What follows belongs to an exercise in optimizing a design on an open flow for small area, a short achievable clock period and few clock cycles; a production flow would make more cautious choices. The RTL was checked by simulation tests, not by an equivalence proof against the original design.

==> flow/design.v (outline; a module is shown in full before it is edited, if it fits) <==
// module rtcconv_exec: 1618 lines
// module rtcconv: 188 lines
module rtcconv (
    input  wire        clk,
    input  wire        rst,           
    input  wire        bus_wr,
    input  wire        bus_rd,
    input  wire [7:0]  bus_addr,
    input  wire [3:0]  bus_be,
    input  wire [31:0] bus_wdata,
    output reg  [31:0] bus_rdata
);
  // ...
==> flow/run.sh <==
#!/bin/bash
# synth_recipe.tcl (not shown) runs the flow's synth.tcl, then flattens the netlist and writes it again
# the make line also repeats each setting of config.mk as NAME=value (left out here)
make -C /OpenROAD-flow-scripts/flow DESIGN_CONFIG=/design/flow/config.mk WORK_HOME=/design/flow/orfs CLKGATE_MAP_FILE= SYNTH_SCRIPT=/design/flow/synth_recipe.tcl finish
==> flow/config.mk <==
export PLATFORM = sky130hd
export DESIGN_NAME = rtcconv
export DESIGN_NICKNAME = rtcconv
export VERILOG_FILES = /design/flow/design.v
export SDC_FILE = /design/flow/constraint.sdc
export NUM_CORES = 4
export LEC_CHECK = 0
export ABC_AREA = 1
export CAP_MARGIN = 20
export CORE_MARGIN = 2
export CORE_UTILIZATION = 40
export SLEW_MARGIN = 20
==> flow/constraint.sdc <==
create_clock -name core_clock -period 100.0 [get_ports {clk}]
set_input_delay 20.0000 -clock core_clock [delete_from_list [all_inputs] [get_ports {clk}]]
set_output_delay 20.0000 -clock core_clock [all_outputs]
set_load 0.01 [all_outputs]
==> flow_metrics.py, run 1 <==
metrics = {
    "final_layout": {
        "diodes": 1,
        "nNonClkBuffers": 129,
        "buf_share_pct": 3.16,
        "final-clk-cell-share_pct": 3.54,
        "fillCellCount": 8693,
        "inverters_excl_clock": 975,
        "seq_cell_count": 313,
    },
    "sta": {
        "hold_viol": 0,
        "setup_tns_ps": 0,
        "finalCriticalPeriod_ps": 23300,
        "hold_ws_ps": 465,
    },
    "worst_setup_path": {
        "critPathKind": "in -> reg",
        "reg2reg_slack_ps": 80860,
        "path_buf_inv": 6,
        "cp_slowest_stage_delay_ps": 670,
    },
    "synth": {
        "async_flop_share_pct": 0,
        "post-synth-top-area-fraction_pct": 18.7,
        "synth.avg_cell_area_um2": 7.22,
        "yosys-top-cells-area": "dfxtp_1, fa_1, ha_1",
        "synth-adder-area-share_pct": 29.7,
    },
    "hold_path": {
        "min_path_type": "reg -> reg",
        "hold_path.startpoint": "c_day[5]",
    },
    "grt": {
        "grt_usage_pct": 31.2,
        "grt-busiest-layer": "met2",
    },
    "run_status": {
        "status": "no timing/DRC/antenna violations",
    },
    "cts": {
        "cts_resized": 0,
    },
    "route": {
        "m1WireLength_mm": 56.2,
        "vias_per_cell": 5.63,
        "highest_layer": "met5",
        "routed_wl_mm": 135,
    },
}
Testbench counts, summed over its fixed seeds: cycles 93,191.
==> run 2, diff against run 1 <==
--- a/flow/design.v
+++ b/flow/design.v
@@ -998,28 +998,35 @@
         tb_dow[2:0] != 3'd0 &&
         le9(tb_day[3:0]) && tb_day[5:0] != 6'd0 && !ge(tb_day[5:0], 6'h32) &&
         le9(tb_mon[3:0]) && tb_mon[4:0] != 5'd0 && !ge(tb_mon[4:0], 5'h13) &&
         le9(tb_year[7:4]) && le9(tb_year[3:0]);
     wire       tbd_after = ge(tbd_yoff, 101) ||
                            (tbd_yoff == 8'd100 && (ge(tbd_mon, 3) || (tbd_mon == 4'd2 && tbd_day == 5'd29)));
     wire       rf_adv   = tbd_after & ~tbd_m;
     wire       tb_feb   = (tbd_mon == 4'd2);
-    wire [4:0] tb_len4  = (tb_feb && tbd_yoff[1:0] == 2'b00) ? 5'd29 : month_len(tbd_mon);
-    wire [4:0] tb_lgreg = (tb_feb && tbd_yoff[1:0] == 2'b00 && tbd_yoff != 8'd100) ? 5'd29 : month_len(tbd_mon);
-    wire       tb_eom   = (tbd_day == tb_len4);
-    wire       tb_eoy   = tb_eom && (tbd_mon == 4'd12);
-    wire [4:0] rf_day   = !rf_adv ? tbd_day  : tb_eom ? 5'd1 : add(tbd_day, 0, 1'b1);
-    wire [3:0] rf_mon   = !rf_adv ? tbd_mon  : tb_eoy ? 4'd1 : tb_eom ? add(tbd_mon, 0, 1'b1) : tbd_mon;
-    wire [7:0] rf_yoff  = (rf_adv && tb_eoy) ? add(tbd_yoff, 0, 1'b1) : tbd_yoff;
-    wire [2:0] rf_dow   = !rf_adv ? tbd_dow  : (tbd_dow == 3'd6) ? 3'd0 : add(tbd_dow, 0, 1'b1);
-    wire       rf_ok    = rf_adv ? ge(tb_len4, tbd_day) && !(tb_eoy && tbd_yoff == 8'd199)
+    wire [7:0] op    = cmd[7:0];
+    wire       av_civ = (op[3:0] == 4'h9);
+    wire [4:0] av_d   = av_civ ? c_day[4:0] : tbd_day;
+    wire [3:0] av_m   = av_civ ? c_mon[3:0] : tbd_mon;
+    wire [7:0] av_y   = av_civ ? c_yoff     : tbd_yoff;
+    wire [2:0] av_w   = av_civ ? c_dow[2:0] : tbd_dow;
+    wire       av_go  = av_civ | (op[2] & rf_adv);
+    wire [4:0] av_len = (av_m == 4'd2 && av_y[1:0] == 2'b00) ? 5'd29 : month_len(av_m);
+    wire       av_eom = (av_d == av_len);
+    wire       av_eoy = av_eom && (av_m == 4'd12);
+    wire [4:0] av_day  = !av_go ? av_d : av_eom ? 5'd1 : add(av_d, 0, 1'b1);
+    wire [3:0] av_mon  = !av_go ? av_m : av_eoy ? 4'd1 : av_eom ? add(av_m, 0, 1'b1) : av_m;
+    wire [7:0] av_yoff = (av_go && av_eoy) ? add(av_y, 0, 1'b1) : av_y;
+    wire [2:0] av_dow  = !av_go ? av_w : (av_w == 3'd6) ? 3'd0 : add(av_w, 0, 1'b1);
+    wire       av_y199 = (av_y == 8'd199);
+    wire [4:0] tb_lgreg = (tb_feb && tbd_yoff == 8'd100) ? 5'd28 : av_len;
+    wire       rf_ok    = rf_adv ? ge(av_len, tbd_day) && !(av_eoy && av_y199)
                                  : ge(tb_lgreg, tbd_day);
     wire       rf_inc   = rf_adv && !(tbd_yoff == 8'd100 && tb_feb && tbd_day == 5'd29);
-    wire [7:0] op    = cmd[7:0];
     wire       sel_tb = cmd[3];                     
     wire [4:0] k_day = sel_tb ? tbd_day  : c_day[4:0];
     wire [3:0] k_mon = sel_tb ? tbd_mon  : c_mon[3:0];
     wire [7:0] k_yo  = sel_tb ? tbd_yoff : c_yoff;
     wire [4:0] k_h   = sel_tb ? tbd_hour : c_hour[4:0];
     wire [5:0] k_mi  = sel_tb ? tbd_min[5:0] : c_min[5:0];
     wire [5:0] k_s   = sel_tb ? tbd_sec[5:0] : c_sec[5:0];
     wire       k_inc = sel_tb & rf_inc;
@@ -1453,26 +1460,19 @@
     assign n_ts = ts_sum;
     wire c_mon_ok = (c_mon != 8'd0) && !ge(c_mon, 13);
     wire c_yo_ok  = !ge(c_yoff, 200);
     wire civ_date_ok = c_mon_ok && c_yo_ok && (c_day != 8'd0) &&
                        ge({3'd0, (c_mon == 8'd2 && c_yoff[1:0] == 2'b00 && c_yoff != 8'd100) ?
                                         5'd29 : month_len(c_mon[3:0])}, c_day);
     wire civ_valid = civ_date_ok && !ge(c_sec, 60) && !ge(c_min, 60) && !ge(c_hour, 24);
     wire civ_after = after_bug(c_day, c_mon, c_yoff);
-    wire [4:0] c_len4 = (c_mon == 8'd2 && c_yoff[1:0] == 2'b00) ? 5'd29 : month_len(c_mon[3:0]);
-    wire       c_eom  = (c_day[4:0] == c_len4);
-    wire       c_eoy  = c_eom && (c_mon == 8'd12);
     wire       adv_ok = c_mon_ok && c_yo_ok &&
-                        (c_day != 8'd0) && ge({3'd0, c_len4}, c_day) && !ge(c_dow, 7) &&
-                        !(c_eoy && c_yoff == 8'd199);
-    wire [4:0] adv_day  = c_eom ? 5'd1 : add(c_day[4:0], 0, 1'b1);
-    wire [3:0] adv_mon  = c_eoy ? 4'd1 : c_eom ? add(c_mon[3:0], 0, 1'b1) : c_mon[3:0];
-    wire [7:0] adv_yoff = c_eoy ? add(c_yoff, 0, 1'b1) : c_yoff;
-    wire [2:0] adv_dow  = (c_dow[2:0] == 3'd6) ? 3'd0 : add(c_dow[2:0], 0, 1'b1);
+                        (c_day != 8'd0) && ge({3'd0, av_len}, c_day) && !ge(c_dow, 7) &&
+                        !(av_eoy && av_y199);
     wire [5:0] arg_hd = hour_dec(arg[7:0]);
     wire legal = (cmd[31:8] == 24'd0) && !ge(op, 8'h0E);
     reg  a_enc;
     always @* begin
         flags       = 9'd0;
         we_res      = 1'b0;
         we_ts       = 1'b0;
         we_days     = 1'b0;
@@ -1549,52 +1549,52 @@
                             flags[F_MARKER] = u_after;
                         end
                     end
                 end
                 4'h9: begin  
                     if (!adv_ok) flags[F_ECIV] = 1'b1;
                     else begin
                         we_civ_date = 1'b1;
-                        n_dow  = {5'd0, adv_dow};
-                        n_day  = {3'd0, adv_day};
-                        n_mon  = {4'd0, adv_mon};
-                        n_yoff = adv_yoff;
+                        n_dow  = {5'd0, av_dow};
+                        n_day  = {3'd0, av_day};
+                        n_mon  = {4'd0, av_mon};
+                        n_yoff = av_yoff;
                     end
                 end
                 4'hA: begin  
                     if (!(civ_valid && !ge(c_dow, 7))) flags[F_ECIV] = 1'b1;
                     else begin
                         we_tb  = 1'b1;
                         flags[F_AFTER]  = civ_after;
                         flags[F_MARKER] = civ_after;
                     end
                 end
                 4'hB: begin  
                     if (!tbd_ok) flags[F_EFMT] = 1'b1;
                     else begin
                         we_civ_time = 1'b1;
                         we_civ_date = 1'b1;
                         n_sec  = {1'b0, tbd_sec};  n_min = {1'b0, tbd_min};  n_hour = {3'd0, tbd_hour};
-                        n_dow  = {5'd0, tbd_dow};  n_day = {3'd0, tbd_day};  n_mon  = {4'd0, tbd_mon};
-                        n_yoff = tbd_yoff;
+                        n_dow  = {5'd0, av_dow};   n_day = {3'd0, av_day};   n_mon  = {4'd0, av_mon};
+                        n_yoff = av_yoff;
                         flags[F_AFTER]  = tbd_after;
                         flags[F_MARKER] = tbd_m;
                         flags[F_CORR]   = tbd_after & tbd_m;
                     end
                 end
                 4'hC: begin  
                     if (!tbd_ok) flags[F_EFMT] = 1'b1;
                     else if (!rf_ok) flags[F_ECIV] = 1'b1;
                     else begin
                         we_civ_time = 1'b1;
                         we_civ_date = 1'b1;
                         n_sec  = {1'b0, tbd_sec};  n_min = {1'b0, tbd_min};  n_hour = {3'd0, tbd_hour};
-                        n_dow  = {5'd0, rf_dow};   n_day = {3'd0, rf_day};   n_mon  = {4'd0, rf_mon};
-                        n_yoff = rf_yoff;
+                        n_dow  = {5'd0, av_dow};   n_day = {3'd0, av_day};   n_mon  = {4'd0, av_mon};
+                        n_yoff = av_yoff;
                         we_days = 1'b1;
                         we_ts   = 1'b1;
                         we_tb   = rf_adv;
                         a_enc   = 1'b1;
                         flags[F_AFTER]  = tbd_after;
                         flags[F_MARKER] = tbd_m;
                         flags[F_WB]     = rf_adv;
                         flags[F_CORR]   = tbd_after;
==> flow/flow/run.sh (new file) <==
#!/bin/bash
set -o pipefail
export BUFFER_PORTS_ARGS="-buffer_cell sky130_fd_sc_hd__buf_2"
export SETUP_SLACK_MARGIN=78.7
bash standard.sh > standard.log 2>&1
==> flow/standard.sh (new file) <==
#!/bin/bash
# synth_recipe.tcl (not shown) runs the flow's synth.tcl, then flattens the netlist and writes it again
# the make line also repeats each setting of config.mk as NAME=value (left out here)
make -C /OpenROAD-flow-scripts/flow DESIGN_CONFIG=/design/flow/config.mk WORK_HOME=/design/flow/orfs CLKGATE_MAP_FILE= SYNTH_SCRIPT=/design/flow/synth_recipe.tcl "${@:-finish}"
==> flow/config.mk (replaced) <==
export PLATFORM = sky130hd
export DESIGN_NAME = rtcconv
export DESIGN_NICKNAME = rtcconv
export VERILOG_FILES = /design/flow/design.v
export SDC_FILE = /design/flow/constraint.sdc
export NUM_CORES = 4
export LEC_CHECK = 0
export ABC_AREA = 1
export CAP_MARGIN = 20
export CORE_MARGIN = 2
export CORE_UTILIZATION = 60
export SLEW_MARGIN = 20
removed: flow/run.sh
==> flow_metrics.py, run 2 <==
metrics = {
    "sta": {
        "setup_tns_ps": 0,
        "hold_ws_ps": 461,
        "worstMarginPinSlew_ps": 1220,
        "timing.slew.headroom_pct": 18.5,
        "maxSlewViolCount": 0,
        "period_share_pct": 21.5,
        "setup_viol": 0,
        "fmax_ghz": 0.0465,
        "rsz0062_at_grt": "yes",
        "finalCriticalPeriod_ps": 21530,
        "hold_viol": 0,
        "fin_worst_skew_ps": 31.1,
    },
    "grt": {
        "grt_pass1_vias": 31800,
        "grt-busiest-layer": "met2",
        "antenna_found_initial": 6,
        "globalRouteMet3Util_pct": 13.8,
        "grt_usage_pct": 45.3,
        "grt_max_degree": 97,
        "use_met1_pct": 57.8,
        "met2_usage_pct": 67.0,
        "grt-ovfl-total": 0,
        "grt_pass1_wl_mm": 193,
    },
    "floorplan": {
        "fp.dieArea_um2": 56800,
        "die_w_um": 238,
        "io_pins": 80,
        "core_area_um2": 54000,
        "die_h_um": 238,
        "row_count": 85,
        "start_util_pct": 61.0,
    },
    "placed_design": {
        "port_buffers": 79,
        "gp_congestion": 1.05,
        "placed_cells": 5252,
        "dpl.hpwl_mm": 100,
    },
    "route": {
        "vias_per_cell": 6.31,
        "firstDrtPassIters": 12,
        "drtAntennaViolNets": 0,
        "drt_iter0_markers": 4825,
        "num_vias": 34500,
        "drc_errors": 0,
        "routed_wl_mm": 135,
        "wire_per_inst_um": 24.6,
    },
    "cts": {
        "clk_latency_ps": 590,
        "h-tree-depth": 2,
        "cts_tree": "yes",
        "clock_path_buffers": 3,
        "cts_sinks": 313,
        "cts_root_buf": "clkbuf_16",
        "cts_hold_buf": 0,
        "cts_buffers": 36,
        "clkTransAtPathRegs_ps": 60,
    },
    "final_layout": {
        "instances_no_fill": 5467,
        "largest_reg_flops": 64,
        "most-common-layout-cells": "nand2_1, inv_1, dfxtp_1, fa_1, ha_1",
        "largestRegisters": "ts (64), bus_rdata (32), cmd (32)",
        "final_common_cell": "nand2_1",
        "layout.nets": 5370,
        "top_register": "ts",
        "drive_above_1_share_pct": 14.5,
        "syn_to_final_growth_pct": 16.6,
    },
    "synth": {
        "ys_top_cells_by_count": "nand2_1, inv_1, nor2_1, dfxtp_1, fa_1",
        "syn_nets": 5197,
        "ys_types": 75,
        "synth_edf_count": 0,
        "synth_flop_cell": "dfxtp_1",
        "synth_seq_cells": 313,
        "synth.most_common_cell": "nand2_1",
        "post-synth-top-area-fraction_pct": 19.0,
        "synth.avg_cell_area_um2": 7.22,
        "yosysSeqAreaShare_pct": 19.0,
        "synthesis.instances": 4566,
        "async_flop_share_pct": 0,
        "yosys-top-cells-area": "dfxtp_1, fa_1, nand2_1",
        "synth_area_um2": 33000,
        "yosys.area.top_type": "dfxtp_1",
        "yosysWarnings": 2,
    },
    "hold_path": {
        "whs_path_depth": 2,
        "whs_endpoint": "c_day[5]",
        "min_path_type": "reg -> reg",
        "hold_path.startpoint": "c_day[5]",
    },
    "run": {
        "maxCapViolations": 0,
    },
    "worst_setup_path": {
        "critPathKind": "in -> reg",
        "path_max_fanout": 4,
        "crit_path_start_kind": "primary input",
        "cp_data_arrival_time_ps": 21950,
        "reg2reg_depth": 121,
        "crit-reg2reg-capture": "tb_year[7]",
        "cp-startpoint": "bus_addr[1]",
        "reg2reg_slack_ps": 80070,
        "end_kind": "register",
        "r2r_start": "u_exec.s1_days[1]",
        "crit_required_ps": 100420,
    },
    "run_status": {
        "status": "no timing/DRC/antenna violations",
    },
}
## run 2: changes by cell type after synthesis, moves of 12 or more
cell	delta
o21ai_1	+17
a221oi_1	-29
a31oi_1	+57
o211ai_1	-26
nand2_1	+84
o21ai_0	-15
nor2_1	-39
inv_1	-42
ha_1	-29
o22ai_1	+15
a21oi_1	-70
nand3_1	-12
## run 2: what timing repair did
item                                    4_1_cts  5_1_grt
cloned                                       14       12
resized for setup                           118      273
pin swaps                                    28       57
endpoints found under the setup margin      251      258
hold endpoints to repair                      0        0
buffers inserted                             61       58
## run 2: kinds of logic after synthesis
kind of cell | after synthesis | share of synthesized area (%)
and+or+nand+nor | 1682 | 22.1
buffers and inverters | 1049 | 12.1
AOI/OAI and AO/OA | 887 | 16.2
adders and majority gates | 583 | 29.1
DFF | 313 | 19.0
xor gates and xnor gates | 49 | 1.37
muxes | 3 | 0.0911
## run 2: worst max-delay path, stage by stage
cell and delay [ps]:
buf_6 80, nor2_4 40, buf_12 120, clkinvlp_4 140, buf_6 120, nor2_4 40, inv_4 110, nor2_4 50
buf_4 130, buf_4 120, nand2_1 60, o2111ai_1 100, nor3_1 640, a41oi_2 180
## run 2: final cells by class
class | instances | area (µm²)
antenna | 5 | 12.5
tap | 696 | 871
clock inverter | 17 | 228
fill | 4437 | 15600
timing repair buffer | 247 | 2270
clock buffer | 48 | 1010
sequential | 313 | 6270
timing repair inverter | 6 | 63.8
inverter | 926 | 3620
multi-input combinational | 3209 | 24100
## run 2: worst max path at each step
stage          depth (start not counted)      endpoint  slack, ps
6_report                              14  bus_rdata[4]      78470
4_1_cts                               10         ts[1]      78590
3_3_place_gp                          13        ts[29]      77150
3_5_place_dp                          13        ts[16]      77030
5_1_grt                               14  bus_rdata[4]      78530
2_1_floorplan                         15     tb_mon[7]      78520
## run 2: layer usage
layer | part of all wire [%] | wire length, µm
met1 | 36 | 48300
met2 | 41 | 55200
met3 | 14 | 19200
met4 | 9.0 | 12100
met5 | 0 | 0
## run 2: stage by stage
step                      area, µm²  utilization [%]  setup WS (ps)
after global placement        34300             63.4          77150
after floorplan               33400                -          78520
after detailed placement      34300             63.4          77030
after CTS                     36700             67.9          78590
final                         38400             71.1          78470
after global routing          38400             71.1          78530
Testbench counts of run 2, summed over its fixed seeds: cycles 93,191.
==> run 3, diff against run 2 <==
==> flow/flow/run.sh (replaced) <==
#!/bin/bash
set -o pipefail
export BUFFER_PORTS_ARGS="-buffer_cell sky130_fd_sc_hd__buf_2"
bash standard.sh > standard.log 2>&1
==> flow_metrics.py, run 3 <==
metrics = {
    "run_status": {
        "status": "no timing/DRC/antenna violations",
    },
    "cts": {
        "postCtsSetupRepairBufs": 0,
        "clkTransAtPathRegs_ps": 60,
        "cts_buffers": 38,
        "cts_root_buf": "clkbuf_16",
        "cts_resized": 0,
        "cts_hold_buf": 0,
        "cts_sinks": 313,
        "clock_path_buffers": 3,
        "h-tree-depth": 2,
        "clk_latency_ps": 600,
        "cts_tree": "yes",
    },
    "floorplan": {
        "core_area_um2": 54000,
        "die_w_um": 238,
        "io_pins": 80,
        "fp.dieArea_um2": 56800,
        "die_h_um": 238,
        "start_util_pct": 61.0,
        "row_count": 85,
    },
    "worst_setup_path": {
        "path_cells": "buf_2, inv_1, nor2_1, inv_1, nor2_1, inv_1, nor2_1, inv_1, nand2_1, nor3_1, nand2_1, o41ai_2, buf_4, a31oi_1",
        "r2r_start": "u_exec.s1_days[1]",
        "crit_top_cell": "inv_1",
        "critPathKind": "in -> reg",
        "crit-reg2reg-capture": "tb_year[2]",
        "cp_slowest_stage_delay_ps": 890,
        "reg2reg_slack_ps": 79810,
        "reg2reg_depth": 116,
        "end_kind": "register",
        "cp_data_arrival_time_ps": 23670,
        "path_max_fanout": 13,
        "crit_path_start_kind": "primary input",
        "crit_required_ps": 100500,
        "crit_path_top_delay_cell": "nor2_1",
    },
    "grt": {
        "grt_usage_pct": 44.1,
        "grt_pass1_wl_mm": 188,
        "grt_max_degree": 97,
        "grt_pass1_vias": 30700,
        "grt-ovfl-total": 0,
        "antenna_found_initial": 3,
    },
    "route": {
        "drtAntennaViolNets": 0,
        "vias_per_cell": 6.11,
        "drc_errors": 0,
        "wire_per_inst_um": 23.4,
        "routed_wl_mm": 125,
        "firstDrtPassIters": 12,
        "num_vias": 32600,
        "drt_iter0_markers": 4233,
    },
    "final_layout": {
        "utilization_pct": 65.5,
        "final_common_cell": "nand2_1",
        "most-common-layout-cells": "nand2_1, inv_1, dfxtp_1, nor2_1, fa_1",
        "largestRegisters": "ts (64), bus_rdata (32), cmd (32)",
        "layout.nets": 5239,
        "drive_above_1_share_pct": 6.88,
        "syn_to_final_growth_pct": 7.36,
        "largest_reg_flops": 64,
        "top_register": "ts",
    },
    "synth": {
        "yosysSeqAreaShare_pct": 19.0,
        "synth_flop_cell": "dfxtp_1",
        "yosys.area.top_type": "dfxtp_1",
        "synth_edf_count": 0,
        "synth.most_common_cell": "nand2_1",
        "post-synth-top-area-fraction_pct": 19.0,
        "ys_top_cells_by_count": "nand2_1, inv_1, nor2_1, dfxtp_1, fa_1",
        "synth_seq_cells": 313,
        "synthesis.instances": 4566,
        "syn_nets": 5197,
        "yosys-top-cells-area": "dfxtp_1, fa_1, nand2_1",
        "synth.avg_cell_area_um2": 7.22,
        "async_flop_share_pct": 0,
        "ys_types": 75,
        "yosysWarnings": 2,
        "synth_area_um2": 33000,
    },
    "sta": {
        "period_share_pct": 23.2,
        "finalCriticalPeriod_ps": 23170,
        "worstMarginPinSlew_ps": 1170,
        "hold_viol": 0,
        "fmax_ghz": 0.0432,
        "maxSlewViolCount": 0,
        "fin_worst_skew_ps": 26.4,
        "timing.slew.headroom_pct": 20.9,
        "setup_viol": 0,
        "setup_tns_ps": 0,
        "rsz0062_at_grt": "no",
    },
    "hold_path": {
        "whs_endpoint": "c_day[5]",
        "whs_path_depth": 2,
        "hold_path.startpoint": "c_day[5]",
        "min_path_type": "reg -> reg",
    },
    "placed_design": {
        "dpl.hpwl_mm": 98.5,
        "gp_congestion": 1.07,
        "port_buffers": 79,
    },
    "run": {
        "maxCapViolations": 0,
    },
}
==> run 3: cell counts after synthesis <==
Identical to the previous run, type by type.
==> run 3: cell families after synthesis <==
logic type	Yosys count	synth area share, %
AND/OR/NAND/NOR	1682	22.1
adder cells (fa/ha/maj)	583	29.1
AO/OA/AOI/OAI	887	16.2
flip-flops	313	19.0
XOR/XNOR	49	1.37
buffers and inverters	1049	12.1
multiplexers	3	0.0911
==> run 3: metal layers <==
metal | up-vias | GRT usage, % | part of all wire [%] | routed length, µm
met2 | 2110 | 64.5 | 41 | 51100
met1 | 15200 | 58.8 | 39 | 48500
met3 | 430 | 10.6 | 13 | 15800
met4 | 2 | 27.4 | 7.6 | 9480
li1 | 14800 | - | - | -
met5 | - | 0 | 0.010 | 13
==> run 3: through the flow <==
stage               cell area [µm²]  instances  hold WS [ps]  setup WS, ps
floorplan                     33000       4566           440         78090
CTS                           35400       5331           464         77060
finish                        35400       5333           469         76830
global placement              34100       5264           449         76650
global route                  35400       5332           485         76770
detailed placement            34100       5264           455         76480
==> run 3: worst max-delay path by stage <==
stage	cells after the start	end	slack [ps]	startpoint
2_1_floorplan	15	tb_year[2]	78090	bus_addr[1]
3_3_place_gp	14	bus_rdata[13]	76650	bus_addr[2]
3_5_place_dp	14	bus_rdata[13]	76480	bus_addr[2]
4_1_cts	14	bus_rdata[18]	77060	bus_addr[2]
5_1_grt	14	bus_rdata[18]	76770	bus_addr[2]
6_report	14	bus_rdata[18]	76830	bus_addr[2]
==> run 3: cell type report <==
cell class,count,area (µm²)
clock buffer,47,1000
inverter,926,3480
multi-input combinational,3204,22700
timing repair buffer,125,743
clock inverter,20,265
sequential,313,6270
antenna,2,5.00
tap,696,871
fill,4881,18700
==> run 3: critical path, delay by kind of cell <==
kind	cells	cell delay (ps)
AOI/OAI and AO/OA	2	380
buffers and inverters	6	1090
and+or+nand+nor	6	2190
==> run 4, diff against run 3 <==
--- a/flow/config.mk
+++ b/flow/config.mk
@@ -11,2 +11,2 @@
 export CORE_UTILIZATION = 60
-export SLEW_MARGIN = 20
+export SLEW_MARGIN = 65
==> flow_metrics.py, run 4 <==
metrics = {
    "final_layout": {
        "most-common-layout-cells": "nand2_1, inv_1, dfxtp_1, fa_1, nor2_1",
        "layout.nets": 5250,
        "final_common_cell": "nand2_1",
        "largest_reg_flops": 64,
        "syn_to_final_growth_pct": 9.01,
        "top_register": "ts",
        "drive_above_1_share_pct": 8.82,
        "largestRegisters": "ts (64), bus_rdata (32), cmd (32)",
    },
    "worst_setup_path": {
        "cp_slowest_stage_delay_ps": 480,
        "crit_top_cell": "nor2_1",
        "end_kind": "register",
        "r2r_start": "u_exec.s1_days[1]",
        "crit_path_start_kind": "primary input",
        "crit_path_top_delay_cell": "buf_4",
        "crit-reg2reg-capture": "tb_year[2]",
        "path_max_fanout": 38,
        "path_buf_inv": 7,
        "reg2reg_slack_ps": 80050,
        "cp_data_arrival_time_ps": 23020,
        "path_cells": "buf_2, nor2_1, nand3_1, nor2_1, inv_1, nor2_1, nand2_2, inv_1, buf_4, nand2_1, clkinv_1, buf_4, nor2_4, buf_4, nor2_1, a21oi_1, nor2_1",
        "crit_required_ps": 100510,
        "critPathKind": "in -> reg",
        "reg2reg_depth": 120,
        "crit_family": "buffers and inverters",
    },
    "hold_path": {
        "whs_path_depth": 2,
        "whs_endpoint": "c_day[5]",
        "hold_path.startpoint": "c_day[5]",
        "min_path_type": "reg -> reg",
    },
    "synth": {
        "synth.avg_cell_area_um2": 7.22,
        "async_flop_share_pct": 0,
        "ys_types": 75,
        "synth_seq_cells": 313,
        "yosys.area.top_type": "dfxtp_1",
        "yosysWarnings": 2,
        "post-synth-top-area-fraction_pct": 19.0,
        "yosysSeqAreaShare_pct": 19.0,
        "synthesis.instances": 4566,
        "synth_area_um2": 33000,
        "synth.most_common_cell": "nand2_1",
        "yosys-top-cells-area": "dfxtp_1, fa_1, nand2_1",
        "synth_flop_cell": "dfxtp_1",
        "ys_top_cells_by_count": "nand2_1, inv_1, nor2_1, dfxtp_1, fa_1",
        "synth_edf_count": 0,
        "syn_nets": 5197,
    },
    "cts": {
        "h-tree-depth": 2,
        "cts_tree": "yes",
        "cts_resized": 0,
        "clock_path_buffers": 3,
        "clkTransAtPathRegs_ps": 60,
        "clk_latency_ps": 590,
        "cts_buffers": 38,
        "cts_sinks": 313,
        "postCtsSetupRepairBufs": 0,
        "cts_hold_buf": 0,
        "cts_root_buf": "clkbuf_16",
    },
    "route": {
        "firstDrtPassIters": 9,
        "drt_iter0_markers": 4199,
        "vias_per_cell": 6.12,
        "wire_per_inst_um": 23.3,
        "drc_errors": 0,
        "num_vias": 32700,
        "routed_wl_mm": 124,
        "drtAntennaViolNets": 0,
    },
    "floorplan": {
        "row_count": 85,
        "start_util_pct": 61.0,
        "io_pins": 80,
        "core_area_um2": 54000,
        "fp.dieArea_um2": 56800,
        "die_w_um": 238,
        "die_h_um": 238,
    },
    "placed_design": {
        "dpl.hpwl_mm": 99.0,
        "gp_congestion": 1.07,
        "port_buffers": 79,
    },
    "sta": {
        "worstMarginPinSlew_ps": 550,
        "period_share_pct": 22.5,
        "fin_worst_skew_ps": 28.1,
        "rsz0062_at_grt": "no",
        "maxSlewViolCount": 0,
        "hold_ws_ps": 462,
        "timing.slew.headroom_pct": 63.0,
        "fmax_ghz": 0.0444,
        "setup_tns_ps": 0,
        "finalCriticalPeriod_ps": 22500,
        "setup_viol": 0,
        "hold_viol": 0,
    },
    "grt": {
        "grt_pass1_wl_mm": 187,
        "grt_usage_pct": 43.9,
        "antenna_found_initial": 3,
        "grt_pass1_vias": 30600,
        "grt_max_degree": 69,
        "grt-ovfl-total": 0,
    },
    "run": {
        "maxCapViolations": 0,
    },
    "run_status": {
        "status": "no timing/DRC/antenna violations",
    },
}
==> run 4: cell counts after synthesis <==
Identical to the previous run, type by type.
==> run 4: worst max path at each step <==
stage / cells after the start / from / slack (ps) / end
floorplan: 15 / bus_addr[1] / 78090 / tb_year[2]
global placement: 14 / bus_addr[2] / 76650 / bus_rdata[13]
detailed placement: 16 / bus_addr[1] / 77000 / ts[32]
CTS: 16 / bus_addr[1] / 77570 / ts[32]
global route: 17 / bus_addr[1] / 77280 / ts[32]
finish: 17 / bus_addr[1] / 77500 / ts[32]
==> run 4: final cells by class <==
cell class                 count  area (µm²)
antenna                        2        5.00
tap                          696         871
timing repair buffer         136         908
clock inverter                10         125
sequential                   313        6270
clock buffer                  59        1110
multi-input combinational   3204       23100
inverter                     926        3490
fill                        4928       18100
==> run 4: per-stage QoR <==
stage	instance area, µm²	instances	setup slack (ps)	utilization (%)
finish	35900	5346	77500	66.5
global route	35900	5345	77280	66.5
CTS	35800	5342	77570	66.2
detailed placement	34500	5273	77000	63.9
global placement	34100	5264	76650	63.1
floorplan	33000	4566	78090	-
==> run 4: per-layer routing <==
layer	global-route usage [%]	share of wire, %	vias up
li1	-	-	14900
met4	26.4	7.4	2
met5	0	0.010	-
met3	10.8	13	448
met1	58.5	39	15300
met2	64.4	41	2087
==> run 4: kinds of logic after synthesis <==
family | Yosys count | synth area share (%)
AOI/OAI and AO/OA | 887 | 16.2
DFF | 313 | 19.0
and+or+nand+nor | 1682 | 22.1
adders and majority gates | 583 | 29.1
xor gates and xnor gates | 49 | 1.37
buffers and inverters | 1049 | 12.1
muxes | 3 | 0.0911
==> run 4: tightest hold or removal path, cell delays in order (launching register included) <==
cell     delay [ps]
dfxtp_1         310
nand2_1          60
a21oi_1          50
==> run 5, diff against run 4 <==
==> flow/flow/run.sh (replaced) <==
#!/bin/bash
set -o pipefail
export BUFFER_PORTS_ARGS="-buffer_cell sky130_fd_sc_hd__buf_2"
export SETUP_SLACK_MARGIN=78.1
bash standard.sh > standard.log 2>&1
--- a/flow/config.mk
+++ b/flow/config.mk
@@ -10,3 +10,3 @@
 export CORE_MARGIN = 2
-export CORE_UTILIZATION = 60
-export SLEW_MARGIN = 65
+export CORE_UTILIZATION = 50
+export SLEW_MARGIN = 20
==> flow_metrics.py, run 5 <==
metrics = {
    "run_status": {
        "status": "no timing/DRC/antenna violations",
    },
    "grt": {
        "grt_pass1_vias": 30000,
        "grt-ovfl-total": 0,
        "grt_pass1_wl_mm": 193,
        "grt_max_degree": 87,
        "antenna_found_initial": 3,
        "grt_usage_pct": 38.4,
    },
    "synth": {
        "synth_edf_count": 0,
        "yosysSeqAreaShare_pct": 19.0,
        "yosysWarnings": 2,
        "async_flop_share_pct": 0,
        "yosys-top-cells-area": "dfxtp_1, fa_1, nand2_1",
        "ys_top_cells_by_count": "nand2_1, inv_1, nor2_1, dfxtp_1, fa_1",
        "ys_types": 75,
        "synthesis.instances": 4566,
        "yosys.area.top_type": "dfxtp_1",
        "post-synth-top-area-fraction_pct": 19.0,
        "synth.most_common_cell": "nand2_1",
        "synth_area_um2": 33000,
        "synth.avg_cell_area_um2": 7.22,
        "synth_flop_cell": "dfxtp_1",
        "synth_seq_cells": 313,
        "syn_nets": 5197,
    },
    "sta": {
        "hold_viol": 0,
        "rsz0062_at_grt": "no",
        "setup_ws_ps": 78010,
        "timing.slew.headroom_pct": 13.1,
        "period_share_pct": 22.0,
        "fin_worst_skew_ps": 32.3,
        "fmax_ghz": 0.0455,
        "setup_viol": 0,
        "maxSlewViolCount": 0,
        "setup_tns_ps": 0,
        "finalCriticalPeriod_ps": 21990,
        "worstMarginPinSlew_ps": 1290,
    },
    "final_layout": {
        "drive_above_1_share_pct": 7.88,
        "layout.nets": 5246,
        "top_register": "ts",
        "most-common-layout-cells": "nand2_1, inv_1, dfxtp_1, fa_1, nor2_1",
        "syn_to_final_growth_pct": 8.77,
        "utilization_pct": 54.7,
        "largest_reg_flops": 64,
        "fillCellCount": 6582,
        "diodes": 0,
        "largestRegisters": "ts (64), bus_rdata (32), cmd (32)",
        "final_common_cell": "nand2_1",
    },
    "worst_setup_path": {
        "path_max_fanout": 8,
        "end_kind": "register",
        "crit_path_start_kind": "primary input",
        "crit_required_ps": 100430,
        "critPathKind": "in -> reg",
        "cp_data_arrival_time_ps": 22420,
    },
    "route": {
        "routed_wl_mm": 131,
        "vias_per_cell": 5.84,
        "firstDrtPassIters": 6,
        "drt_iter0_markers": 3609,
        "wire_per_inst_um": 23.8,
        "num_vias": 32200,
        "drtAntennaViolNets": 0,
        "drc_errors": 0,
    },
    "placed_design": {
        "gp_congestion": 1.05,
        "port_buffers": 79,
        "dpl.hpwl_mm": 105,
        "place_ws_ps": 76620,
    },
    "cts": {
        "clock_path_buffers": 3,
        "cts_buffers": 38,
        "h-tree-depth": 2,
        "cts_hold_buf": 0,
        "cts_sinks": 313,
        "cts_tree": "yes",
        "clkTransAtPathRegs_ps": 60,
        "cts_root_buf": "clkbuf_16",
        "clk_latency_ps": 600,
    },
    "floorplan": {
        "start_util_pct": 50.3,
        "fp.dieArea_um2": 68000,
        "die_h_um": 261,
        "die_w_um": 261,
        "io_pins": 80,
        "core_area_um2": 65500,
        "row_count": 94,
    },
    "run": {
        "maxCapViolations": 0,
    },
    "hold_path": {
        "min_path_type": "reg -> reg",
    },
}
## run 5: cells by family after synthesis
family / synth area share [%]
buffers and inverters: 12.1
XOR/XNOR: 1.37
AND/OR/NAND/NOR: 22.1
flip-flops: 19.0
adder cells (fa/ha/maj): 29.1
multiplexers: 0.0911
AO/OA/AOI/OAI: 16.2
## run 5: per-layer routing
layer,vias up,GRT usage [%],part of all wire (%)
met5,-,0,0.0084
met4,2,20.3,6.4
met3,346,7.50,10
met2,1754,58.3,42
met1,15200,51.6,41
li1,14900,-,-
## run 5: through the flow
| stage | hold slack, ps | std cells | cell area, µm² |
|---|---|---|---|
| 6_report | 462 | 5508 | 35800 |
| 5_1_grt | 487 | 5508 | 35800 |
| 4_1_cts | 465 | 5497 | 35700 |
| 3_5_place_dp | 455 | 5427 | 34300 |
| 3_3_place_gp | 451 | 5427 | 34300 |
| 2_1_floorplan | 440 | 4566 | 33000 |
## run 5: critical path: stages
cell and delay [ps]:
buf_2 80, nor2_2 50, inv_1 290, nor2_2 160, inv_1 220, nor2_1 110
inv_1 230, o21ai_0 220, nor4_1 840, a41oi_1 210
## run 5: repair_timing
| action | 4_1_cts | 5_1_grt |
|---|---|---|
| setup buffers | 0 | 10 |
| cloned | 1 | 1 |
| endpoints found under the setup margin | 188 | 168 |
| pin swaps | 0 | 2 |
| gates resized for setup | 34 | 24 |
## run 5: path summary, 6_finish.rpt
check,startpoint,endpoint,slack (ps),cells after the start
hold / removal,c_day[5],c_day[5],460,2
setup / recovery,bus_addr[1],bus_rdata[7],78010,10
hold reg to reg,c_day[5],c_day[5],460,2
setup reg to reg,u_exec.s1_days[0],tb_year[2],79690,114
## run 5: area by class of cell
| class | instances | area (µm²) | area share (%) |
|---|---|---|---|
| timing repair buffer | 131 | 842 | 2.35 |
| clock buffer | 53 | 1110 | 3.09 |
| clock inverter | 16 | 193 | 0.538 |
| multi-input combinational | 3204 | 22800 | 63.7 |
| sequential | 313 | 6270 | 17.5 |
| inverter | 926 | 3500 | 9.77 |
| tap | 864 | 1080 | 3.02 |
| timing repair inverter | 1 | 5.00 | 0.0140 |
==> run 6, diff against run 5 <==
==> flow/flow/run.sh (replaced) <==
#!/bin/bash
set -o pipefail
export BUFFER_PORTS_ARGS="-buffer_cell sky130_fd_sc_hd__buf_2"
export SETUP_SLACK_MARGIN=78.2
bash standard.sh > standard.log 2>&1
--- a/flow/config.mk
+++ b/flow/config.mk
@@ -11,2 +11,3 @@
 export CORE_UTILIZATION = 50
+export CTS_BUF_LIST = sky130_fd_sc_hd__clkbuf_8
 export SLEW_MARGIN = 20
==> flow_metrics.py, run 6 <==
metrics = {
    "sta": {
        "setup_viol": 0,
        "fmax_ghz": 0.0456,
        "maxSlewViolCount": 0,
        "period_share_pct": 21.9,
        "setup_tns_ps": 0,
        "timing.slew.headroom_pct": 17.2,
        "fin_worst_skew_ps": 50.4,
        "worstMarginPinSlew_ps": 1230,
        "rsz0062_at_grt": "yes",
        "finalCriticalPeriod_ps": 21910,
        "hold_viol": 0,
    },
    "grt": {
        "antenna_found_initial": 4,
        "grt_pass1_vias": 30200,
        "grt-ovfl-total": 0,
        "globalRouteMet3Util_pct": 7.48,
        "grt_pass1_wl_mm": 193,
        "use_met1_pct": 51.6,
        "met2_usage_pct": 58.2,
        "grt-busiest-layer": "met2",
        "grt_max_degree": 87,
        "grt_usage_pct": 38.4,
    },
    "worst_setup_path": {
        "path_cells": "buf_2, nor2_2, inv_1, nor2_2, inv_1, nor2_1, inv_1, o21ai_0, nor4_1, a41oi_1",
        "crit_required_ps": 100530,
        "crit-reg2reg-capture": "tb_year[2]",
        "reg2reg_depth": 112,
        "crit_top_cell": "inv_1",
        "critPathKind": "in -> reg",
        "crit_path_start_kind": "primary input",
        "cp_data_arrival_time_ps": 22440,
        "end_kind": "register",
        "reg2reg_slack_ps": 79880,
        "path_max_fanout": 8,
        "cp_slowest_stage_delay_ps": 860,
        "r2r_start": "u_exec.s1_days[4]",
        "crit_path_top_delay_cell": "nor4_1",
    },
    "hold_path": {
        "whs_path_depth": 2,
        "min_path_type": "reg -> reg",
        "hold_path.startpoint": "c_day[5]",
        "whs_endpoint": "c_day[5]",
    },
    "route": {
        "vias_per_cell": 5.85,
        "firstDrtPassIters": 6,
        "drc_errors": 0,
        "num_vias": 32400,
        "routed_wl_mm": 131,
        "drt_iter0_markers": 3493,
        "drtAntennaViolNets": 0,
        "wire_per_inst_um": 23.7,
    },
    "synth": {
        "synth.avg_cell_area_um2": 7.22,
        "synth_flop_cell": "dfxtp_1",
        "syn_nets": 5197,
        "yosys-top-cells-area": "dfxtp_1, fa_1, nand2_1",
        "async_flop_share_pct": 0,
        "yosys.area.top_type": "dfxtp_1",
        "synth_area_um2": 33000,
        "synthesis.instances": 4566,
        "synth_seq_cells": 313,
        "post-synth-top-area-fraction_pct": 19.0,
        "synth.most_common_cell": "nand2_1",
        "ys_types": 75,
        "synth_edf_count": 0,
        "ys_top_cells_by_count": "nand2_1, inv_1, nor2_1, dfxtp_1, fa_1",
        "yosysWarnings": 2,
        "yosysSeqAreaShare_pct": 19.0,
    },
    "final_layout": {
        "fillCellCount": 6601,
        "drive_above_1_share_pct": 8.29,
        "multiInputGateArea_um2": 22800,
        "syn_to_final_growth_pct": 8.62,
        "largestRegisters": "ts (64), bus_rdata (32), cmd (32)",
        "layout.nets": 5263,
        "final_area_um2": 35800,
        "most-common-layout-cells": "nand2_1, inv_1, dfxtp_1, fa_1, nor2_1",
        "regArea_um2": 6270,
        "top_register": "ts",
        "final_common_cell": "nand2_1",
        "largest_reg_flops": 64,
    },
    "cts": {
        "cts_tree": "yes",
        "clock_path_buffers": 3,
        "clk_latency_ps": 730,
        "cts_sinks": 313,
        "cts_root_buf": "clkbuf_8",
        "cts_hold_buf": 0,
        "clkTransAtPathRegs_ps": 70,
        "h-tree-depth": 2,
        "cts_buffers": 57,
    },
    "floorplan": {
        "start_util_pct": 50.3,
        "row_count": 94,
        "io_pins": 80,
        "fp.dieArea_um2": 68000,
        "die_h_um": 261,
        "core_area_um2": 65500,
        "die_w_um": 261,
    },
    "placed_design": {
        "port_buffers": 79,
        "dpl.hpwl_mm": 105,
        "dpl_cell_area_um2": 34300,
        "gp_congestion": 1.05,
    },
    "run": {
        "maxCapViolations": 0,
    },
    "run_status": {
        "status": "no timing/DRC/antenna violations",
    },
}
[run 6: cell counts after synthesis]
No cell type changed its count.
[run 6: area by class of cell]
| class | count | share of cell area (%) |
|---|---|---|
| Clock buffer | 71 | 2.73 |
| Timing Repair inverter | 1 | 0.0140 |
| Tap cell | 864 | 3.02 |
| Clock inverter | 34 | 0.828 |
| Multi-Input combinational cell | 3204 | 63.8 |
| Timing Repair Buffer | 129 | 2.30 |
| Antenna cell | 1 | 0.00699 |
| Inverter | 926 | 9.78 |
| Sequential cell | 313 | 17.5 |
[run 6: kinds of logic after synthesis]
kind of cell	count (synthesis)	share of synthesized area, %
simple gates	1682	22.1
fa+ha+maj	583	29.1
xor+xnor	49	1.37
compound gates	887	16.2
mux	3	0.0911
flops	313	19.0
buf+inv	1049	12.1
[run 6: stage by stage]
stage	hold slack [ps]	setup slack [ps]	util, %	std cells
after floorplan	440	78190	-	4566
after global placement	451	76710	52.3	5427
after detailed placement	455	76620	52.3	5427
after CTS	465	78170	54.4	5533
after global routing	487	78170	54.6	5543
final	462	78090	54.6	5543
[run 6: worst max-delay path by stage]
stage / from / to / slack [ps] / depth (start not counted)
6_report: bus_addr[1] / bus_rdata[7] / 78090 / 10
5_1_grt: bus_addr[1] / tb_year[4] / 78170 / 16
2_1_floorplan: bus_addr[1] / ts[10] / 78190 / 12
4_1_cts: bus_addr[2] / bus_rdata[0] / 78170 / 12
3_3_place_gp: bus_addr[1] / ts[32] / 76710 / 16
3_5_place_dp: bus_addr[2] / bus_rdata[6] / 76620 / 14
[run 6: what timing repair did]
action / 4_1_cts / 5_1_grt
pin swaps: 0 / 1
buffers inserted: 0 / 8
gates resized for setup: 34 / 23
cloned: 1 / 1
endpoints found under the setup margin: 186 / 164
[run 6: routing by layer]
| layer | vias to the layer above | wire length (µm) |
|---|---|---|
| li1 | 14900 | - |
| met1 | 15500 | 53600 |
| met5 | - | 11 |
| met4 | 2 | 8420 |
| met3 | 336 | 13200 |
| met2 | 1730 | 56000 |
[run 6: worst max-delay path: cells and delay by family]
| kind | cells | cell delay, ps |
|---|---|---|
| simple gates | 4 | 1180 |
| buf+inv | 4 | 820 |
| compound gates | 2 | 430 |
==> run 7, diff against run 6 <==
==> flow/flow/run.sh (replaced) <==
#!/bin/bash
set -o pipefail
export BUFFER_PORTS_ARGS="-buffer_cell sky130_fd_sc_hd__buf_2"
export SETUP_SLACK_MARGIN=78.3
bash standard.sh > standard.log 2>&1
--- a/flow/config.mk
+++ b/flow/config.mk
@@ -10,3 +10,3 @@
 export CORE_MARGIN = 2
-export CORE_UTILIZATION = 50
+export CORE_UTILIZATION = 55
 export CTS_BUF_LIST = sky130_fd_sc_hd__clkbuf_8
==> flow_metrics.py, run 7 <==
metrics = {
    "sta": {
        "period_share_pct": 21.7,
        "worstMarginPinSlew_ps": 1130,
        "hold_viol": 0,
        "rsz0062_at_grt": "no",
        "setup_viol": 0,
        "maxSlewViolCount": 0,
        "setup_tns_ps": 0,
        "fin_worst_skew_ps": 35.7,
        "setup_ws_ps": 78320,
        "fmax_ghz": 0.0461,
        "timing.slew.headroom_pct": 22.3,
        "finalCriticalPeriod_ps": 21680,
    },
    "route": {
        "vias_per_cell": 5.99,
        "firstDrtPassIters": 6,
        "drtAntennaViolNets": 0,
        "num_vias": 32700,
        "drc_errors": 0,
        "wire_per_inst_um": 23.4,
        "routed_wl_mm": 127,
        "drt_iter0_markers": 4170,
    },
    "synth": {
        "synth_top_family_by_area": "adder cells",
        "synth_seq_cells": 313,
        "synth-adder-area-share_pct": 29.1,
        "synth_flop_cell": "dfxtp_1",
        "synth_area_um2": 33000,
        "synth.most_common_cell": "nand2_1",
        "synthesis.instances": 4566,
        "post-synth-top-area-fraction_pct": 19.0,
        "yosys.area.top_type": "dfxtp_1",
        "synth_edf_count": 0,
        "syn_nets": 5197,
        "synthSimpleGateAreaFrac_pct": 22.1,
        "ys_top_cells_by_count": "nand2_1, inv_1, nor2_1, dfxtp_1, fa_1",
        "async_flop_share_pct": 0,
        "ys_types": 75,
        "synth-compound-area-share_pct": 16.2,
        "yosysSeqAreaShare_pct": 19.0,
        "synth-xor-area-share_pct": 1.37,
        "yosysWarnings": 2,
        "synthMuxAreaShare_pct": 0.0911,
        "yosys-top-cells-area": "dfxtp_1, fa_1, nand2_1",
        "synth.avg_cell_area_um2": 7.22,
    },
    "final_layout": {
        "largest_reg_flops": 64,
        "most-common-layout-cells": "nand2_1, inv_1, dfxtp_1, fa_1, nor2_1",
        "final_common_cell": "nand2_1",
        "layout.nets": 5268,
        "largestRegisters": "ts (64), bus_rdata (32), cmd (32)",
        "drive_above_1_share_pct": 8.48,
        "top_register": "ts",
        "syn_to_final_growth_pct": 8.78,
    },
    "floorplan": {
        "fp.dieArea_um2": 61900,
        "io_pins": 80,
        "die_h_um": 249,
        "core_area_um2": 59100,
        "start_util_pct": 55.7,
        "die_w_um": 249,
        "row_count": 89,
    },
    "cts": {
        "clock_path_buffers": 3,
        "cts_root_buf": "clkbuf_8",
        "h-tree-depth": 2,
        "clk_latency_ps": 700,
        "cts_tree": "yes",
        "clkTransAtPathRegs_ps": 60,
        "cts_sinks": 313,
        "cts_buffers": 55,
    },
    "worst_setup_path": {
        "cp_slowest_stage_delay_ps": 670,
        "crit_required_ps": 100520,
        "critPathKind": "in -> reg",
        "crit_path_top_delay_cell": "nor4_1",
        "path_cells": "buf_2, inv_1, nand2_1, nor2_2, inv_1, nor2_1, buf_4, a32o_1, nor4_1, a41oi_1",
        "cp-startpoint": "bus_addr[2]",
        "path_max_fanout": 15,
        "end_kind": "register",
        "crit_top_cell": "inv_1",
        "r2r_start": "u_exec.s1_days[1]",
        "crit_path_start_kind": "primary input",
        "cp_data_arrival_time_ps": 22190,
    },
    "placed_design": {
        "dpl.hpwl_mm": 102,
        "port_buffers": 79,
        "place_ws_ps": 76850,
        "gp_congestion": 1.05,
    },
    "run_status": {
        "status": "no timing/DRC/antenna violations",
    },
    "hold_path": {
        "hold_path.startpoint": "flags[4]",
        "min_path_type": "reg -> reg",
    },
    "grt": {
        "grt_pass1_wl_mm": 191,
        "antenna_found_initial": 6,
        "grt_max_degree": 85,
        "grt_pass1_vias": 30800,
        "grt-ovfl-total": 0,
        "grt_usage_pct": 40.9,
    },
    "run": {
        "maxCapViolations": 0,
    },
}
==> run 7: metal layers <==
| layer | vias to the layer above | wire, µm | share of wire, % | track usage, % |
|---|---|---|---|---|
| li1 | 14900 | - | - | - |
| met3 | 457 | 14900 | 12 | 8.31 |
| met5 | - | 39 | 0.031 | 0 |
| met1 | 15300 | 50200 | 39 | 55.3 |
| met4 | 6 | 9300 | 7.3 | 24.4 |
| met2 | 1986 | 53000 | 42 | 60.5 |
==> run 7: cell type report <==
type | count | area (µm²)
sequential | 313 | 6270
tap | 773 | 967
fill | 5634 | 23300
inverter | 926 | 3510
antenna | 3 | 7.51
clock buffer | 76 | 1050
clock inverter | 24 | 233
multi-input combinational | 3204 | 22900
timing repair buffer | 137 | 940
==> run 7: worst paths after layout <==
path | end | slack, ps | cells past startpoint
max | bus_rdata[5] | 78320 | 10
min | flags[4] | 470 | 2
max reg2reg | tb_year[2] | 80050 | 118
min reg2reg | flags[4] | 470 | 2
==> run 7: logic make-up (layout without fill, tap and decap cells) <==
kind of cell	after synthesis	after routing
simple gates	1682	1682
buf+inv	1049	1163
compound gates	887	887
fa+ha+maj	583	583
flops	313	313
xor+xnor	49	49
mux	3	3
other cells	0	3
==> run 7: stage by stage <==
step	hold slack (ps)	utilization (%)	std cells	cell area (µm²)
after floorplan	440	-	4566	33000
after global placement	452	57.9	5342	34200
after detailed placement	460	57.9	5342	34200
after CTS	470	60.3	5445	35700
after global routing	481	60.6	5455	35800
final	470	60.6	5456	35800
==> run 7: what timing repair did <==
item                       CTS  global route
pin swaps                    1             2
gates cloned                 1             1
setup buffers                2             7
setup endpoints to repair  209           139
gates resized for setup     30            34
hold buffers                 0             0
==> run 7: critical path, delay by kind of cell <==
kind	cells	cell delay [ps]
AND/OR/NAND/NOR	4	1160
AO/OA/AOI/OAI	2	490
buffers and inverters	4	540
==> run 8, diff against run 7 <==
==> flow/flow/run.sh (replaced) <==
#!/bin/bash
set -o pipefail
export BUFFER_PORTS_ARGS="-buffer_cell sky130_fd_sc_hd__buf_2"
export SETUP_SLACK_MARGIN=78.5
bash standard.sh > standard.log 2>&1
==> flow_metrics.py, run 8 <==
metrics = {
    "placed_design": {
        "place_ws_ps": 76320,
        "dpl_cell_area_um2": 34200,
        "port_buffers": 79,
        "dpl.hpwl_mm": 103,
        "gp_congestion": 1.09,
    },
    "synth": {
        "synth.avg_cell_area_um2": 7.22,
        "synth_edf_count": 0,
        "synth.most_common_cell": "nand2_1",
        "synthesis.instances": 4566,
        "syn_nets": 5197,
        "ys_types": 75,
        "synth_area_um2": 33000,
        "yosysWarnings": 2,
        "async_flop_share_pct": 0,
        "synth_flop_cell": "dfxtp_1",
        "post-synth-top-area-fraction_pct": 19.0,
        "ys_top_cells_by_count": "nand2_1, inv_1, nor2_1, dfxtp_1, fa_1",
        "yosys.area.top_type": "dfxtp_1",
        "synth_seq_cells": 313,
        "yosysSeqAreaShare_pct": 19.0,
        "yosys-top-cells-area": "dfxtp_1, fa_1, nand2_1",
    },
    "final_layout": {
        "top_register": "ts",
        "most-common-layout-cells": "nand2_1, inv_1, dfxtp_1, fa_1, nor2_1",
        "final_area_um2": 36100,
        "layout.nets": 5288,
        "largest_reg_flops": 64,
        "syn_to_final_growth_pct": 9.68,
        "largestRegisters": "ts (64), bus_rdata (32), cmd (32)",
        "drive_above_1_share_pct": 9.57,
        "final_common_cell": "nand2_1",
    },
    "grt": {
        "grt_pass1_wl_mm": 193,
        "grt-ovfl-total": 0,
        "grt_max_degree": 75,
        "antenna_found_initial": 4,
        "grt_pass1_vias": 30700,
        "grt_usage_pct": 41.4,
    },
    "worst_setup_path": {
        "end_kind": "register",
        "crit_path_start_kind": "primary input",
        "critPathKind": "in -> reg",
        "crit_required_ps": 100550,
        "cp_data_arrival_time_ps": 22130,
        "path_max_fanout": 9,
    },
    "floorplan": {
        "fp.dieArea_um2": 61900,
        "die_w_um": 249,
        "row_count": 89,
        "core_area_um2": 59100,
        "io_pins": 80,
        "start_util_pct": 55.7,
        "die_h_um": 249,
    },
    "cts": {
        "cts_hold_buf": 0,
        "clkTransAtPathRegs_ps": 70,
        "clk_latency_ps": 750,
        "cts_tree": "yes",
        "cts_sinks": 313,
        "clock_path_buffers": 3,
        "cts_buffers": 58,
        "cts_root_buf": "clkbuf_8",
        "h-tree-depth": 2,
    },
    "route": {
        "drt_iter0_markers": 3731,
        "vias_per_cell": 5.97,
        "drtAntennaViolNets": 0,
        "routed_wl_mm": 130,
        "firstDrtPassIters": 7,
        "num_vias": 32700,
        "wire_per_inst_um": 23.7,
        "drc_errors": 0,
    },
    "sta": {
        "rsz0062_at_grt": "yes",
        "finalCriticalPeriod_ps": 21580,
        "hold_viol": 0,
        "setup_tns_ps": 0,
        "fin_worst_skew_ps": 56.6,
        "worstMarginPinSlew_ps": 1230,
        "setup_ws_ps": 78420,
        "fmax_ghz": 0.0463,
        "maxSlewViolCount": 0,
        "period_share_pct": 21.6,
        "setup_viol": 0,
        "timing.slew.headroom_pct": 17.2,
    },
    "run": {
        "maxCapViolations": 0,
    },
    "run_status": {
        "status": "no timing/DRC/antenna violations",
    },
    "hold_path": {
        "min_path_type": "reg -> reg",
    },
}
==> run 8: timing repair <==
item / 4_1_cts / 5_1_grt
endpoints found under the hold margin: 0 / 0
buffers inserted: 3 / 25
gates resized for setup: 49 / 37
endpoints found under the setup margin: 234 / 145
gates cloned: 3 / 3
pin swaps: 4 / 5
==> run 8: critical path, cell delays in order <==
cell and delay [ps]:
buf_2 130, inv_1 80, nor2_1 40, nand2_1 330, inv_1 160, nand2_2 250
o22ai_1 220, a221o_1 360, a2111oi_2 360, a41oi_1 180
==> run 8: layout make-up <==
class / instances / area (µm²)
inverters: 926 / 3530
well taps: 773 / 967
flip-flops and latches: 313 / 6270
repair inverters: 3 / 25.0
diodes: 3 / 7.51
multi-input cells: 3206 / 23000
clock inverters: 27 / 230
repair buffers: 149 / 996
clock buffers: 79 / 1090
fillers: 5619 / 23000
==> run 8: path summary, 6_finish.rpt <==
path	slack [ps]	startpoint	cells after the start	end
setup / recovery	78420	bus_addr[5]	10	bus_rdata[2]
hold / removal	460	c_day[5]	2	c_day[5]
setup reg to reg	79920	u_exec.s1_days[1]	114	tb_year[2]
hold reg to reg	460	c_day[5]	2	c_day[5]
==> run 8: through the flow <==
step,cells,utilization (%),hold slack (ps)
finish,5479,61.1,460
global route,5478,61.1,486
CTS,5448,60.5,457
detailed placement,5336,57.9,456
global placement,5336,57.9,448
floorplan,4566,-,439
==> run 8: per-layer routing <==
metal / track usage [%] / part of all wire, %
met5: 0 / 0.010
met4: 25.3 / 7.2
met3: 8.45 / 11
met2: 62.0 / 42
met1: 55.1 / 40
==> run 8: logic make-up after synthesis <==
logic type	count (synthesis)	share of synthesized area, %
flops	313	19.0
fa+ha+maj	583	29.1
buf+inv	1049	12.1
xor+xnor	49	1.37
compound gates	887	16.2
simple gates	1682	22.1
mux	3	0.0911
==> run 9, diff against run 8 <==
==> flow/flow/run.sh (replaced) <==
#!/bin/bash
set -o pipefail
export BUFFER_PORTS_ARGS="-buffer_cell sky130_fd_sc_hd__buf_2"
export SETUP_SLACK_MARGIN=78.3
export CTS_ARGS="-sink_clustering_enable -repair_clock_nets -dont_use_dummy_load -sink_clustering_size 16 -sink_clustering_max_diameter 100 -buf_list sky130_fd_sc_hd__clkbuf_16"
bash standard.sh > standard.log 2>&1
--- a/flow/config.mk
+++ b/flow/config.mk
@@ -11,3 +11,2 @@
 export CORE_UTILIZATION = 55
-export CTS_BUF_LIST = sky130_fd_sc_hd__clkbuf_8
 export SLEW_MARGIN = 20
==> flow_metrics.py, run 9 <==
metrics = {
    "final_layout": {
        "largestRegisters": "ts (64), bus_rdata (32), cmd (32)",
        "top_register": "ts",
        "most-common-layout-cells": "nand2_1, inv_1, dfxtp_1, fa_1, nor2_1",
        "fillCellCount": 5677,
        "final_area_um2": 35300,
        "syn_to_final_growth_pct": 7.06,
        "final_common_cell": "nand2_1",
        "largest_reg_flops": 64,
    },
    "hold_path": {
        "min_path_type": "reg -> reg",
        "hold_path.startpoint": "ts[61]",
    },
    "route": {
        "routed_wl_mm": 127,
        "route.met2.wl_mm": 52.8,
        "met3_length_mm": 14.6,
        "firstDrtPassIters": 7,
        "drtAntennaViolNets": 0,
        "drt_iter0_markers": 3852,
        "wire_per_inst_um": 23.7,
        "vias_per_cell": 6.05,
        "drc_errors": 0,
    },
    "synth": {
        "synth_flop_cell": "dfxtp_1",
        "post-synth-top-area-fraction_pct": 19.0,
        "yosys-top-cells-area": "dfxtp_1, fa_1, nand2_1",
        "ys_top_cells_by_count": "nand2_1, inv_1, nor2_1, dfxtp_1, fa_1",
        "synth_edf_count": 0,
        "syn_nets": 5197,
        "synth_seq_cells": 313,
        "synth_area_um2": 33000,
        "synth.most_common_cell": "nand2_1",
        "synth.avg_cell_area_um2": 7.22,
        "async_flop_share_pct": 0,
    },
    "cts": {
        "cts_buffers": 24,
        "cts_sinks": 313,
        "cts_hold_buf": 0,
        "clkTransAtPathRegs_ps": 80,
        "clock_path_buffers": 3,
        "h-tree-depth": 1,
        "clk_latency_ps": 600,
    },
    "worst_setup_path": {
        "critPathKind": "in -> reg",
        "crit_family": "simple AND/OR/NAND/NOR gates",
        "path_max_fanout": 8,
        "reg2reg_slack_ps": 80010,
        "crit_top_cell": "inv_1",
        "end_kind": "register",
        "path_cells": "buf_2, inv_1, nand2_1, nor2_4, inv_1, nor2_1, inv_1, o21ai_0, nor4_1, a41oi_1",
        "cp_data_arrival_time_ps": 22170,
        "crit-reg2reg-capture": "tb_year[3]",
        "reg2reg_depth": 118,
        "cp_slowest_stage_delay_ps": 780,
        "path_buf_inv": 4,
        "crit_path_top_delay_cell": "nor4_1",
    },
    "placed_design": {
        "place_ws_ps": 76850,
        "gp_congestion": 1.05,
        "port_buffers": 79,
    },
    "grt": {
        "grt_max_degree": 85,
        "grt_usage_pct": 40.6,
        "grt_pass1_vias": 30500,
        "grt-ovfl-total": 0,
    },
    "floorplan": {
        "fp.dieArea_um2": 61900,
        "core_area_um2": 59100,
        "row_count": 89,
    },
    "run": {
        "maxCapViolations": 0,
    },
    "sta": {
        "setup_tns_ps": 0,
        "fmax_ghz": 0.0460,
        "period_share_pct": 21.7,
    },
    "run_status": {
        "status": "no timing/DRC/antenna violations",
    },
}
-- run 9: cell types whose count changed in the layout (fill, tap and decap cells not counted), moves of 3 or more --
cell / previous run / this run
inv_1: 889 / 885
nor3_1: 33 / 36
clkinv_4: 3 / 0
clkinv_2: 12 / 2
buf_4: 62 / 50
clkbuf_8: 79 / 0
clkinvlp_4: 6 / 3
clkbuf_16: 0 / 25
-- run 9: kinds of logic after synthesis --
logic type,count (synthesis),share of synthesized area [%]
adders and majority gates,583,29.1
and+or+nand+nor,1682,22.1
buffers and inverters,1049,12.1
muxes,3,0.0911
DFF,313,19.0
xor gates and xnor gates,49,1.37
AOI/OAI and AO/OA,887,16.2
-- run 9: repair_timing --
| item | 4_1_cts | 5_1_grt |
|---|---|---|
| pin swaps | 1 | 4 |
| gates resized for setup | 45 | 39 |
| gates cloned | 2 | 1 |
| buffers inserted | 3 | 8 |
| endpoints found under the setup margin | 224 | 139 |
-- run 9: layer usage --
metal	GRT usage, %	vias to the layer above
li1	-	14800
met1	55.4	15400
met2	60.0	1916
met3	7.80	443
met4	23.8	8
met5	0	-
-- run 9: area by class of cell --
| cell class | count | area [µm²] | area share [%] |
|---|---|---|---|
| Multi-Input combinational cell | 3204 | 22900 | 65.0 |
| Sequential cell | 313 | 6270 | 17.8 |
| Inverter | 926 | 3510 | 9.95 |
| Timing Repair Buffer | 140 | 996 | 2.82 |
| Tap cell | 773 | 967 | 2.74 |
| Clock buffer | 24 | 601 | 1.70 |
| Antenna cell | 1 | 2.50 | 0.00709 |
-- run 9: how the worst max path moves through the flow --
stage | from | to | slack [ps] | depth (start not counted)
6_report | bus_addr[2] | bus_rdata[2] | 78260 | 10
5_1_grt | bus_addr[1] | bus_rdata[5] | 78230 | 10
4_1_cts | bus_addr[2] | bus_rdata[5] | 78290 | 14
3_5_place_dp | bus_addr[1] | cmd[8] | 76850 | 14
3_3_place_gp | bus_addr[1] | cmd[5] | 76900 | 14
2_1_floorplan | bus_addr[1] | bus_rdata[18] | 78290 | 9
-- run 9: through the flow --
step                util, %  hold slack [ps]
finish                 59.7              456
floorplan                 -              440
global route           59.7              461
detailed placement     57.9              460
CTS                    59.3              457
global placement       57.9              452
-- run 9: tightest hold or removal path: cells and delay by family (launching register included) --
| kind | cells | cell delay (ps) |
|---|---|---|
| flops | 1 | 330 |
| compound gates | 1 | 80 |
| simple gates | 1 | 70 |

afterwards: timing with drivers on the ports:
No port has a modelled driver above. Below, the same layouts with a new extraction and two added sets of constraints. Step 1: set_driving_cell puts a clkbuf_16 on clk and a buf_2 on each other input, an assumption about the parent block. Step 2, shift: input delay + t, output delay - t, t = (earliest + latest rising clock arrival at the registers) / 2. This alone moves slack from input paths to output paths. a / b / c = ideal / step 1 / step 2; a / b = the first two.
| run | t (ns) | slack for setup (ns) | worst hold slack (ns) | pins driven straight from the clock port |
|---|---|---|---|---|
| run 1 | 0.647 | 76.700 / 76.744 / 76.097 | 0.465 / 0.465 / 0.465 | 1 |
| run 2 | 0.635 | 78.473 / 78.496 / 77.860 | 0.461 / 0.461 / 0.461 | 1 |
| run 3 | 0.649 | 76.829 / 76.869 / 76.220 | 0.469 / 0.469 / 0.469 | 1 |
| run 4 | 0.635 | 77.495 / 77.539 / 76.904 | 0.461 / 0.461 / 0.461 | 1 |
| run 5 | 0.656 | 78.013 / 78.060 / 77.404 | 0.462 / 0.462 / 0.462 | 1 |
| run 6 | 0.771 | 78.093 / 78.137 / 77.366 | 0.462 / 0.462 / 0.462 | 1 |
| run 7 | 0.748 | 78.324 / 78.300 / 77.552 | 0.470 / 0.470 / 0.470 | 1 |
| run 8 | 0.782 | 78.424 / 78.436 / 77.654 | 0.460 / 0.460 / 0.460 | 1 |
| run 9 | 0.621 | 78.262 / 78.230 / 77.610 | 0.456 / 0.456 / 0.456 | 1 |
After both steps every run listed still meets setup and hold. For run 7, which loses most, drivers alone change the setup slack by -0.024 ns; drivers and shift together by -0.772 ns.
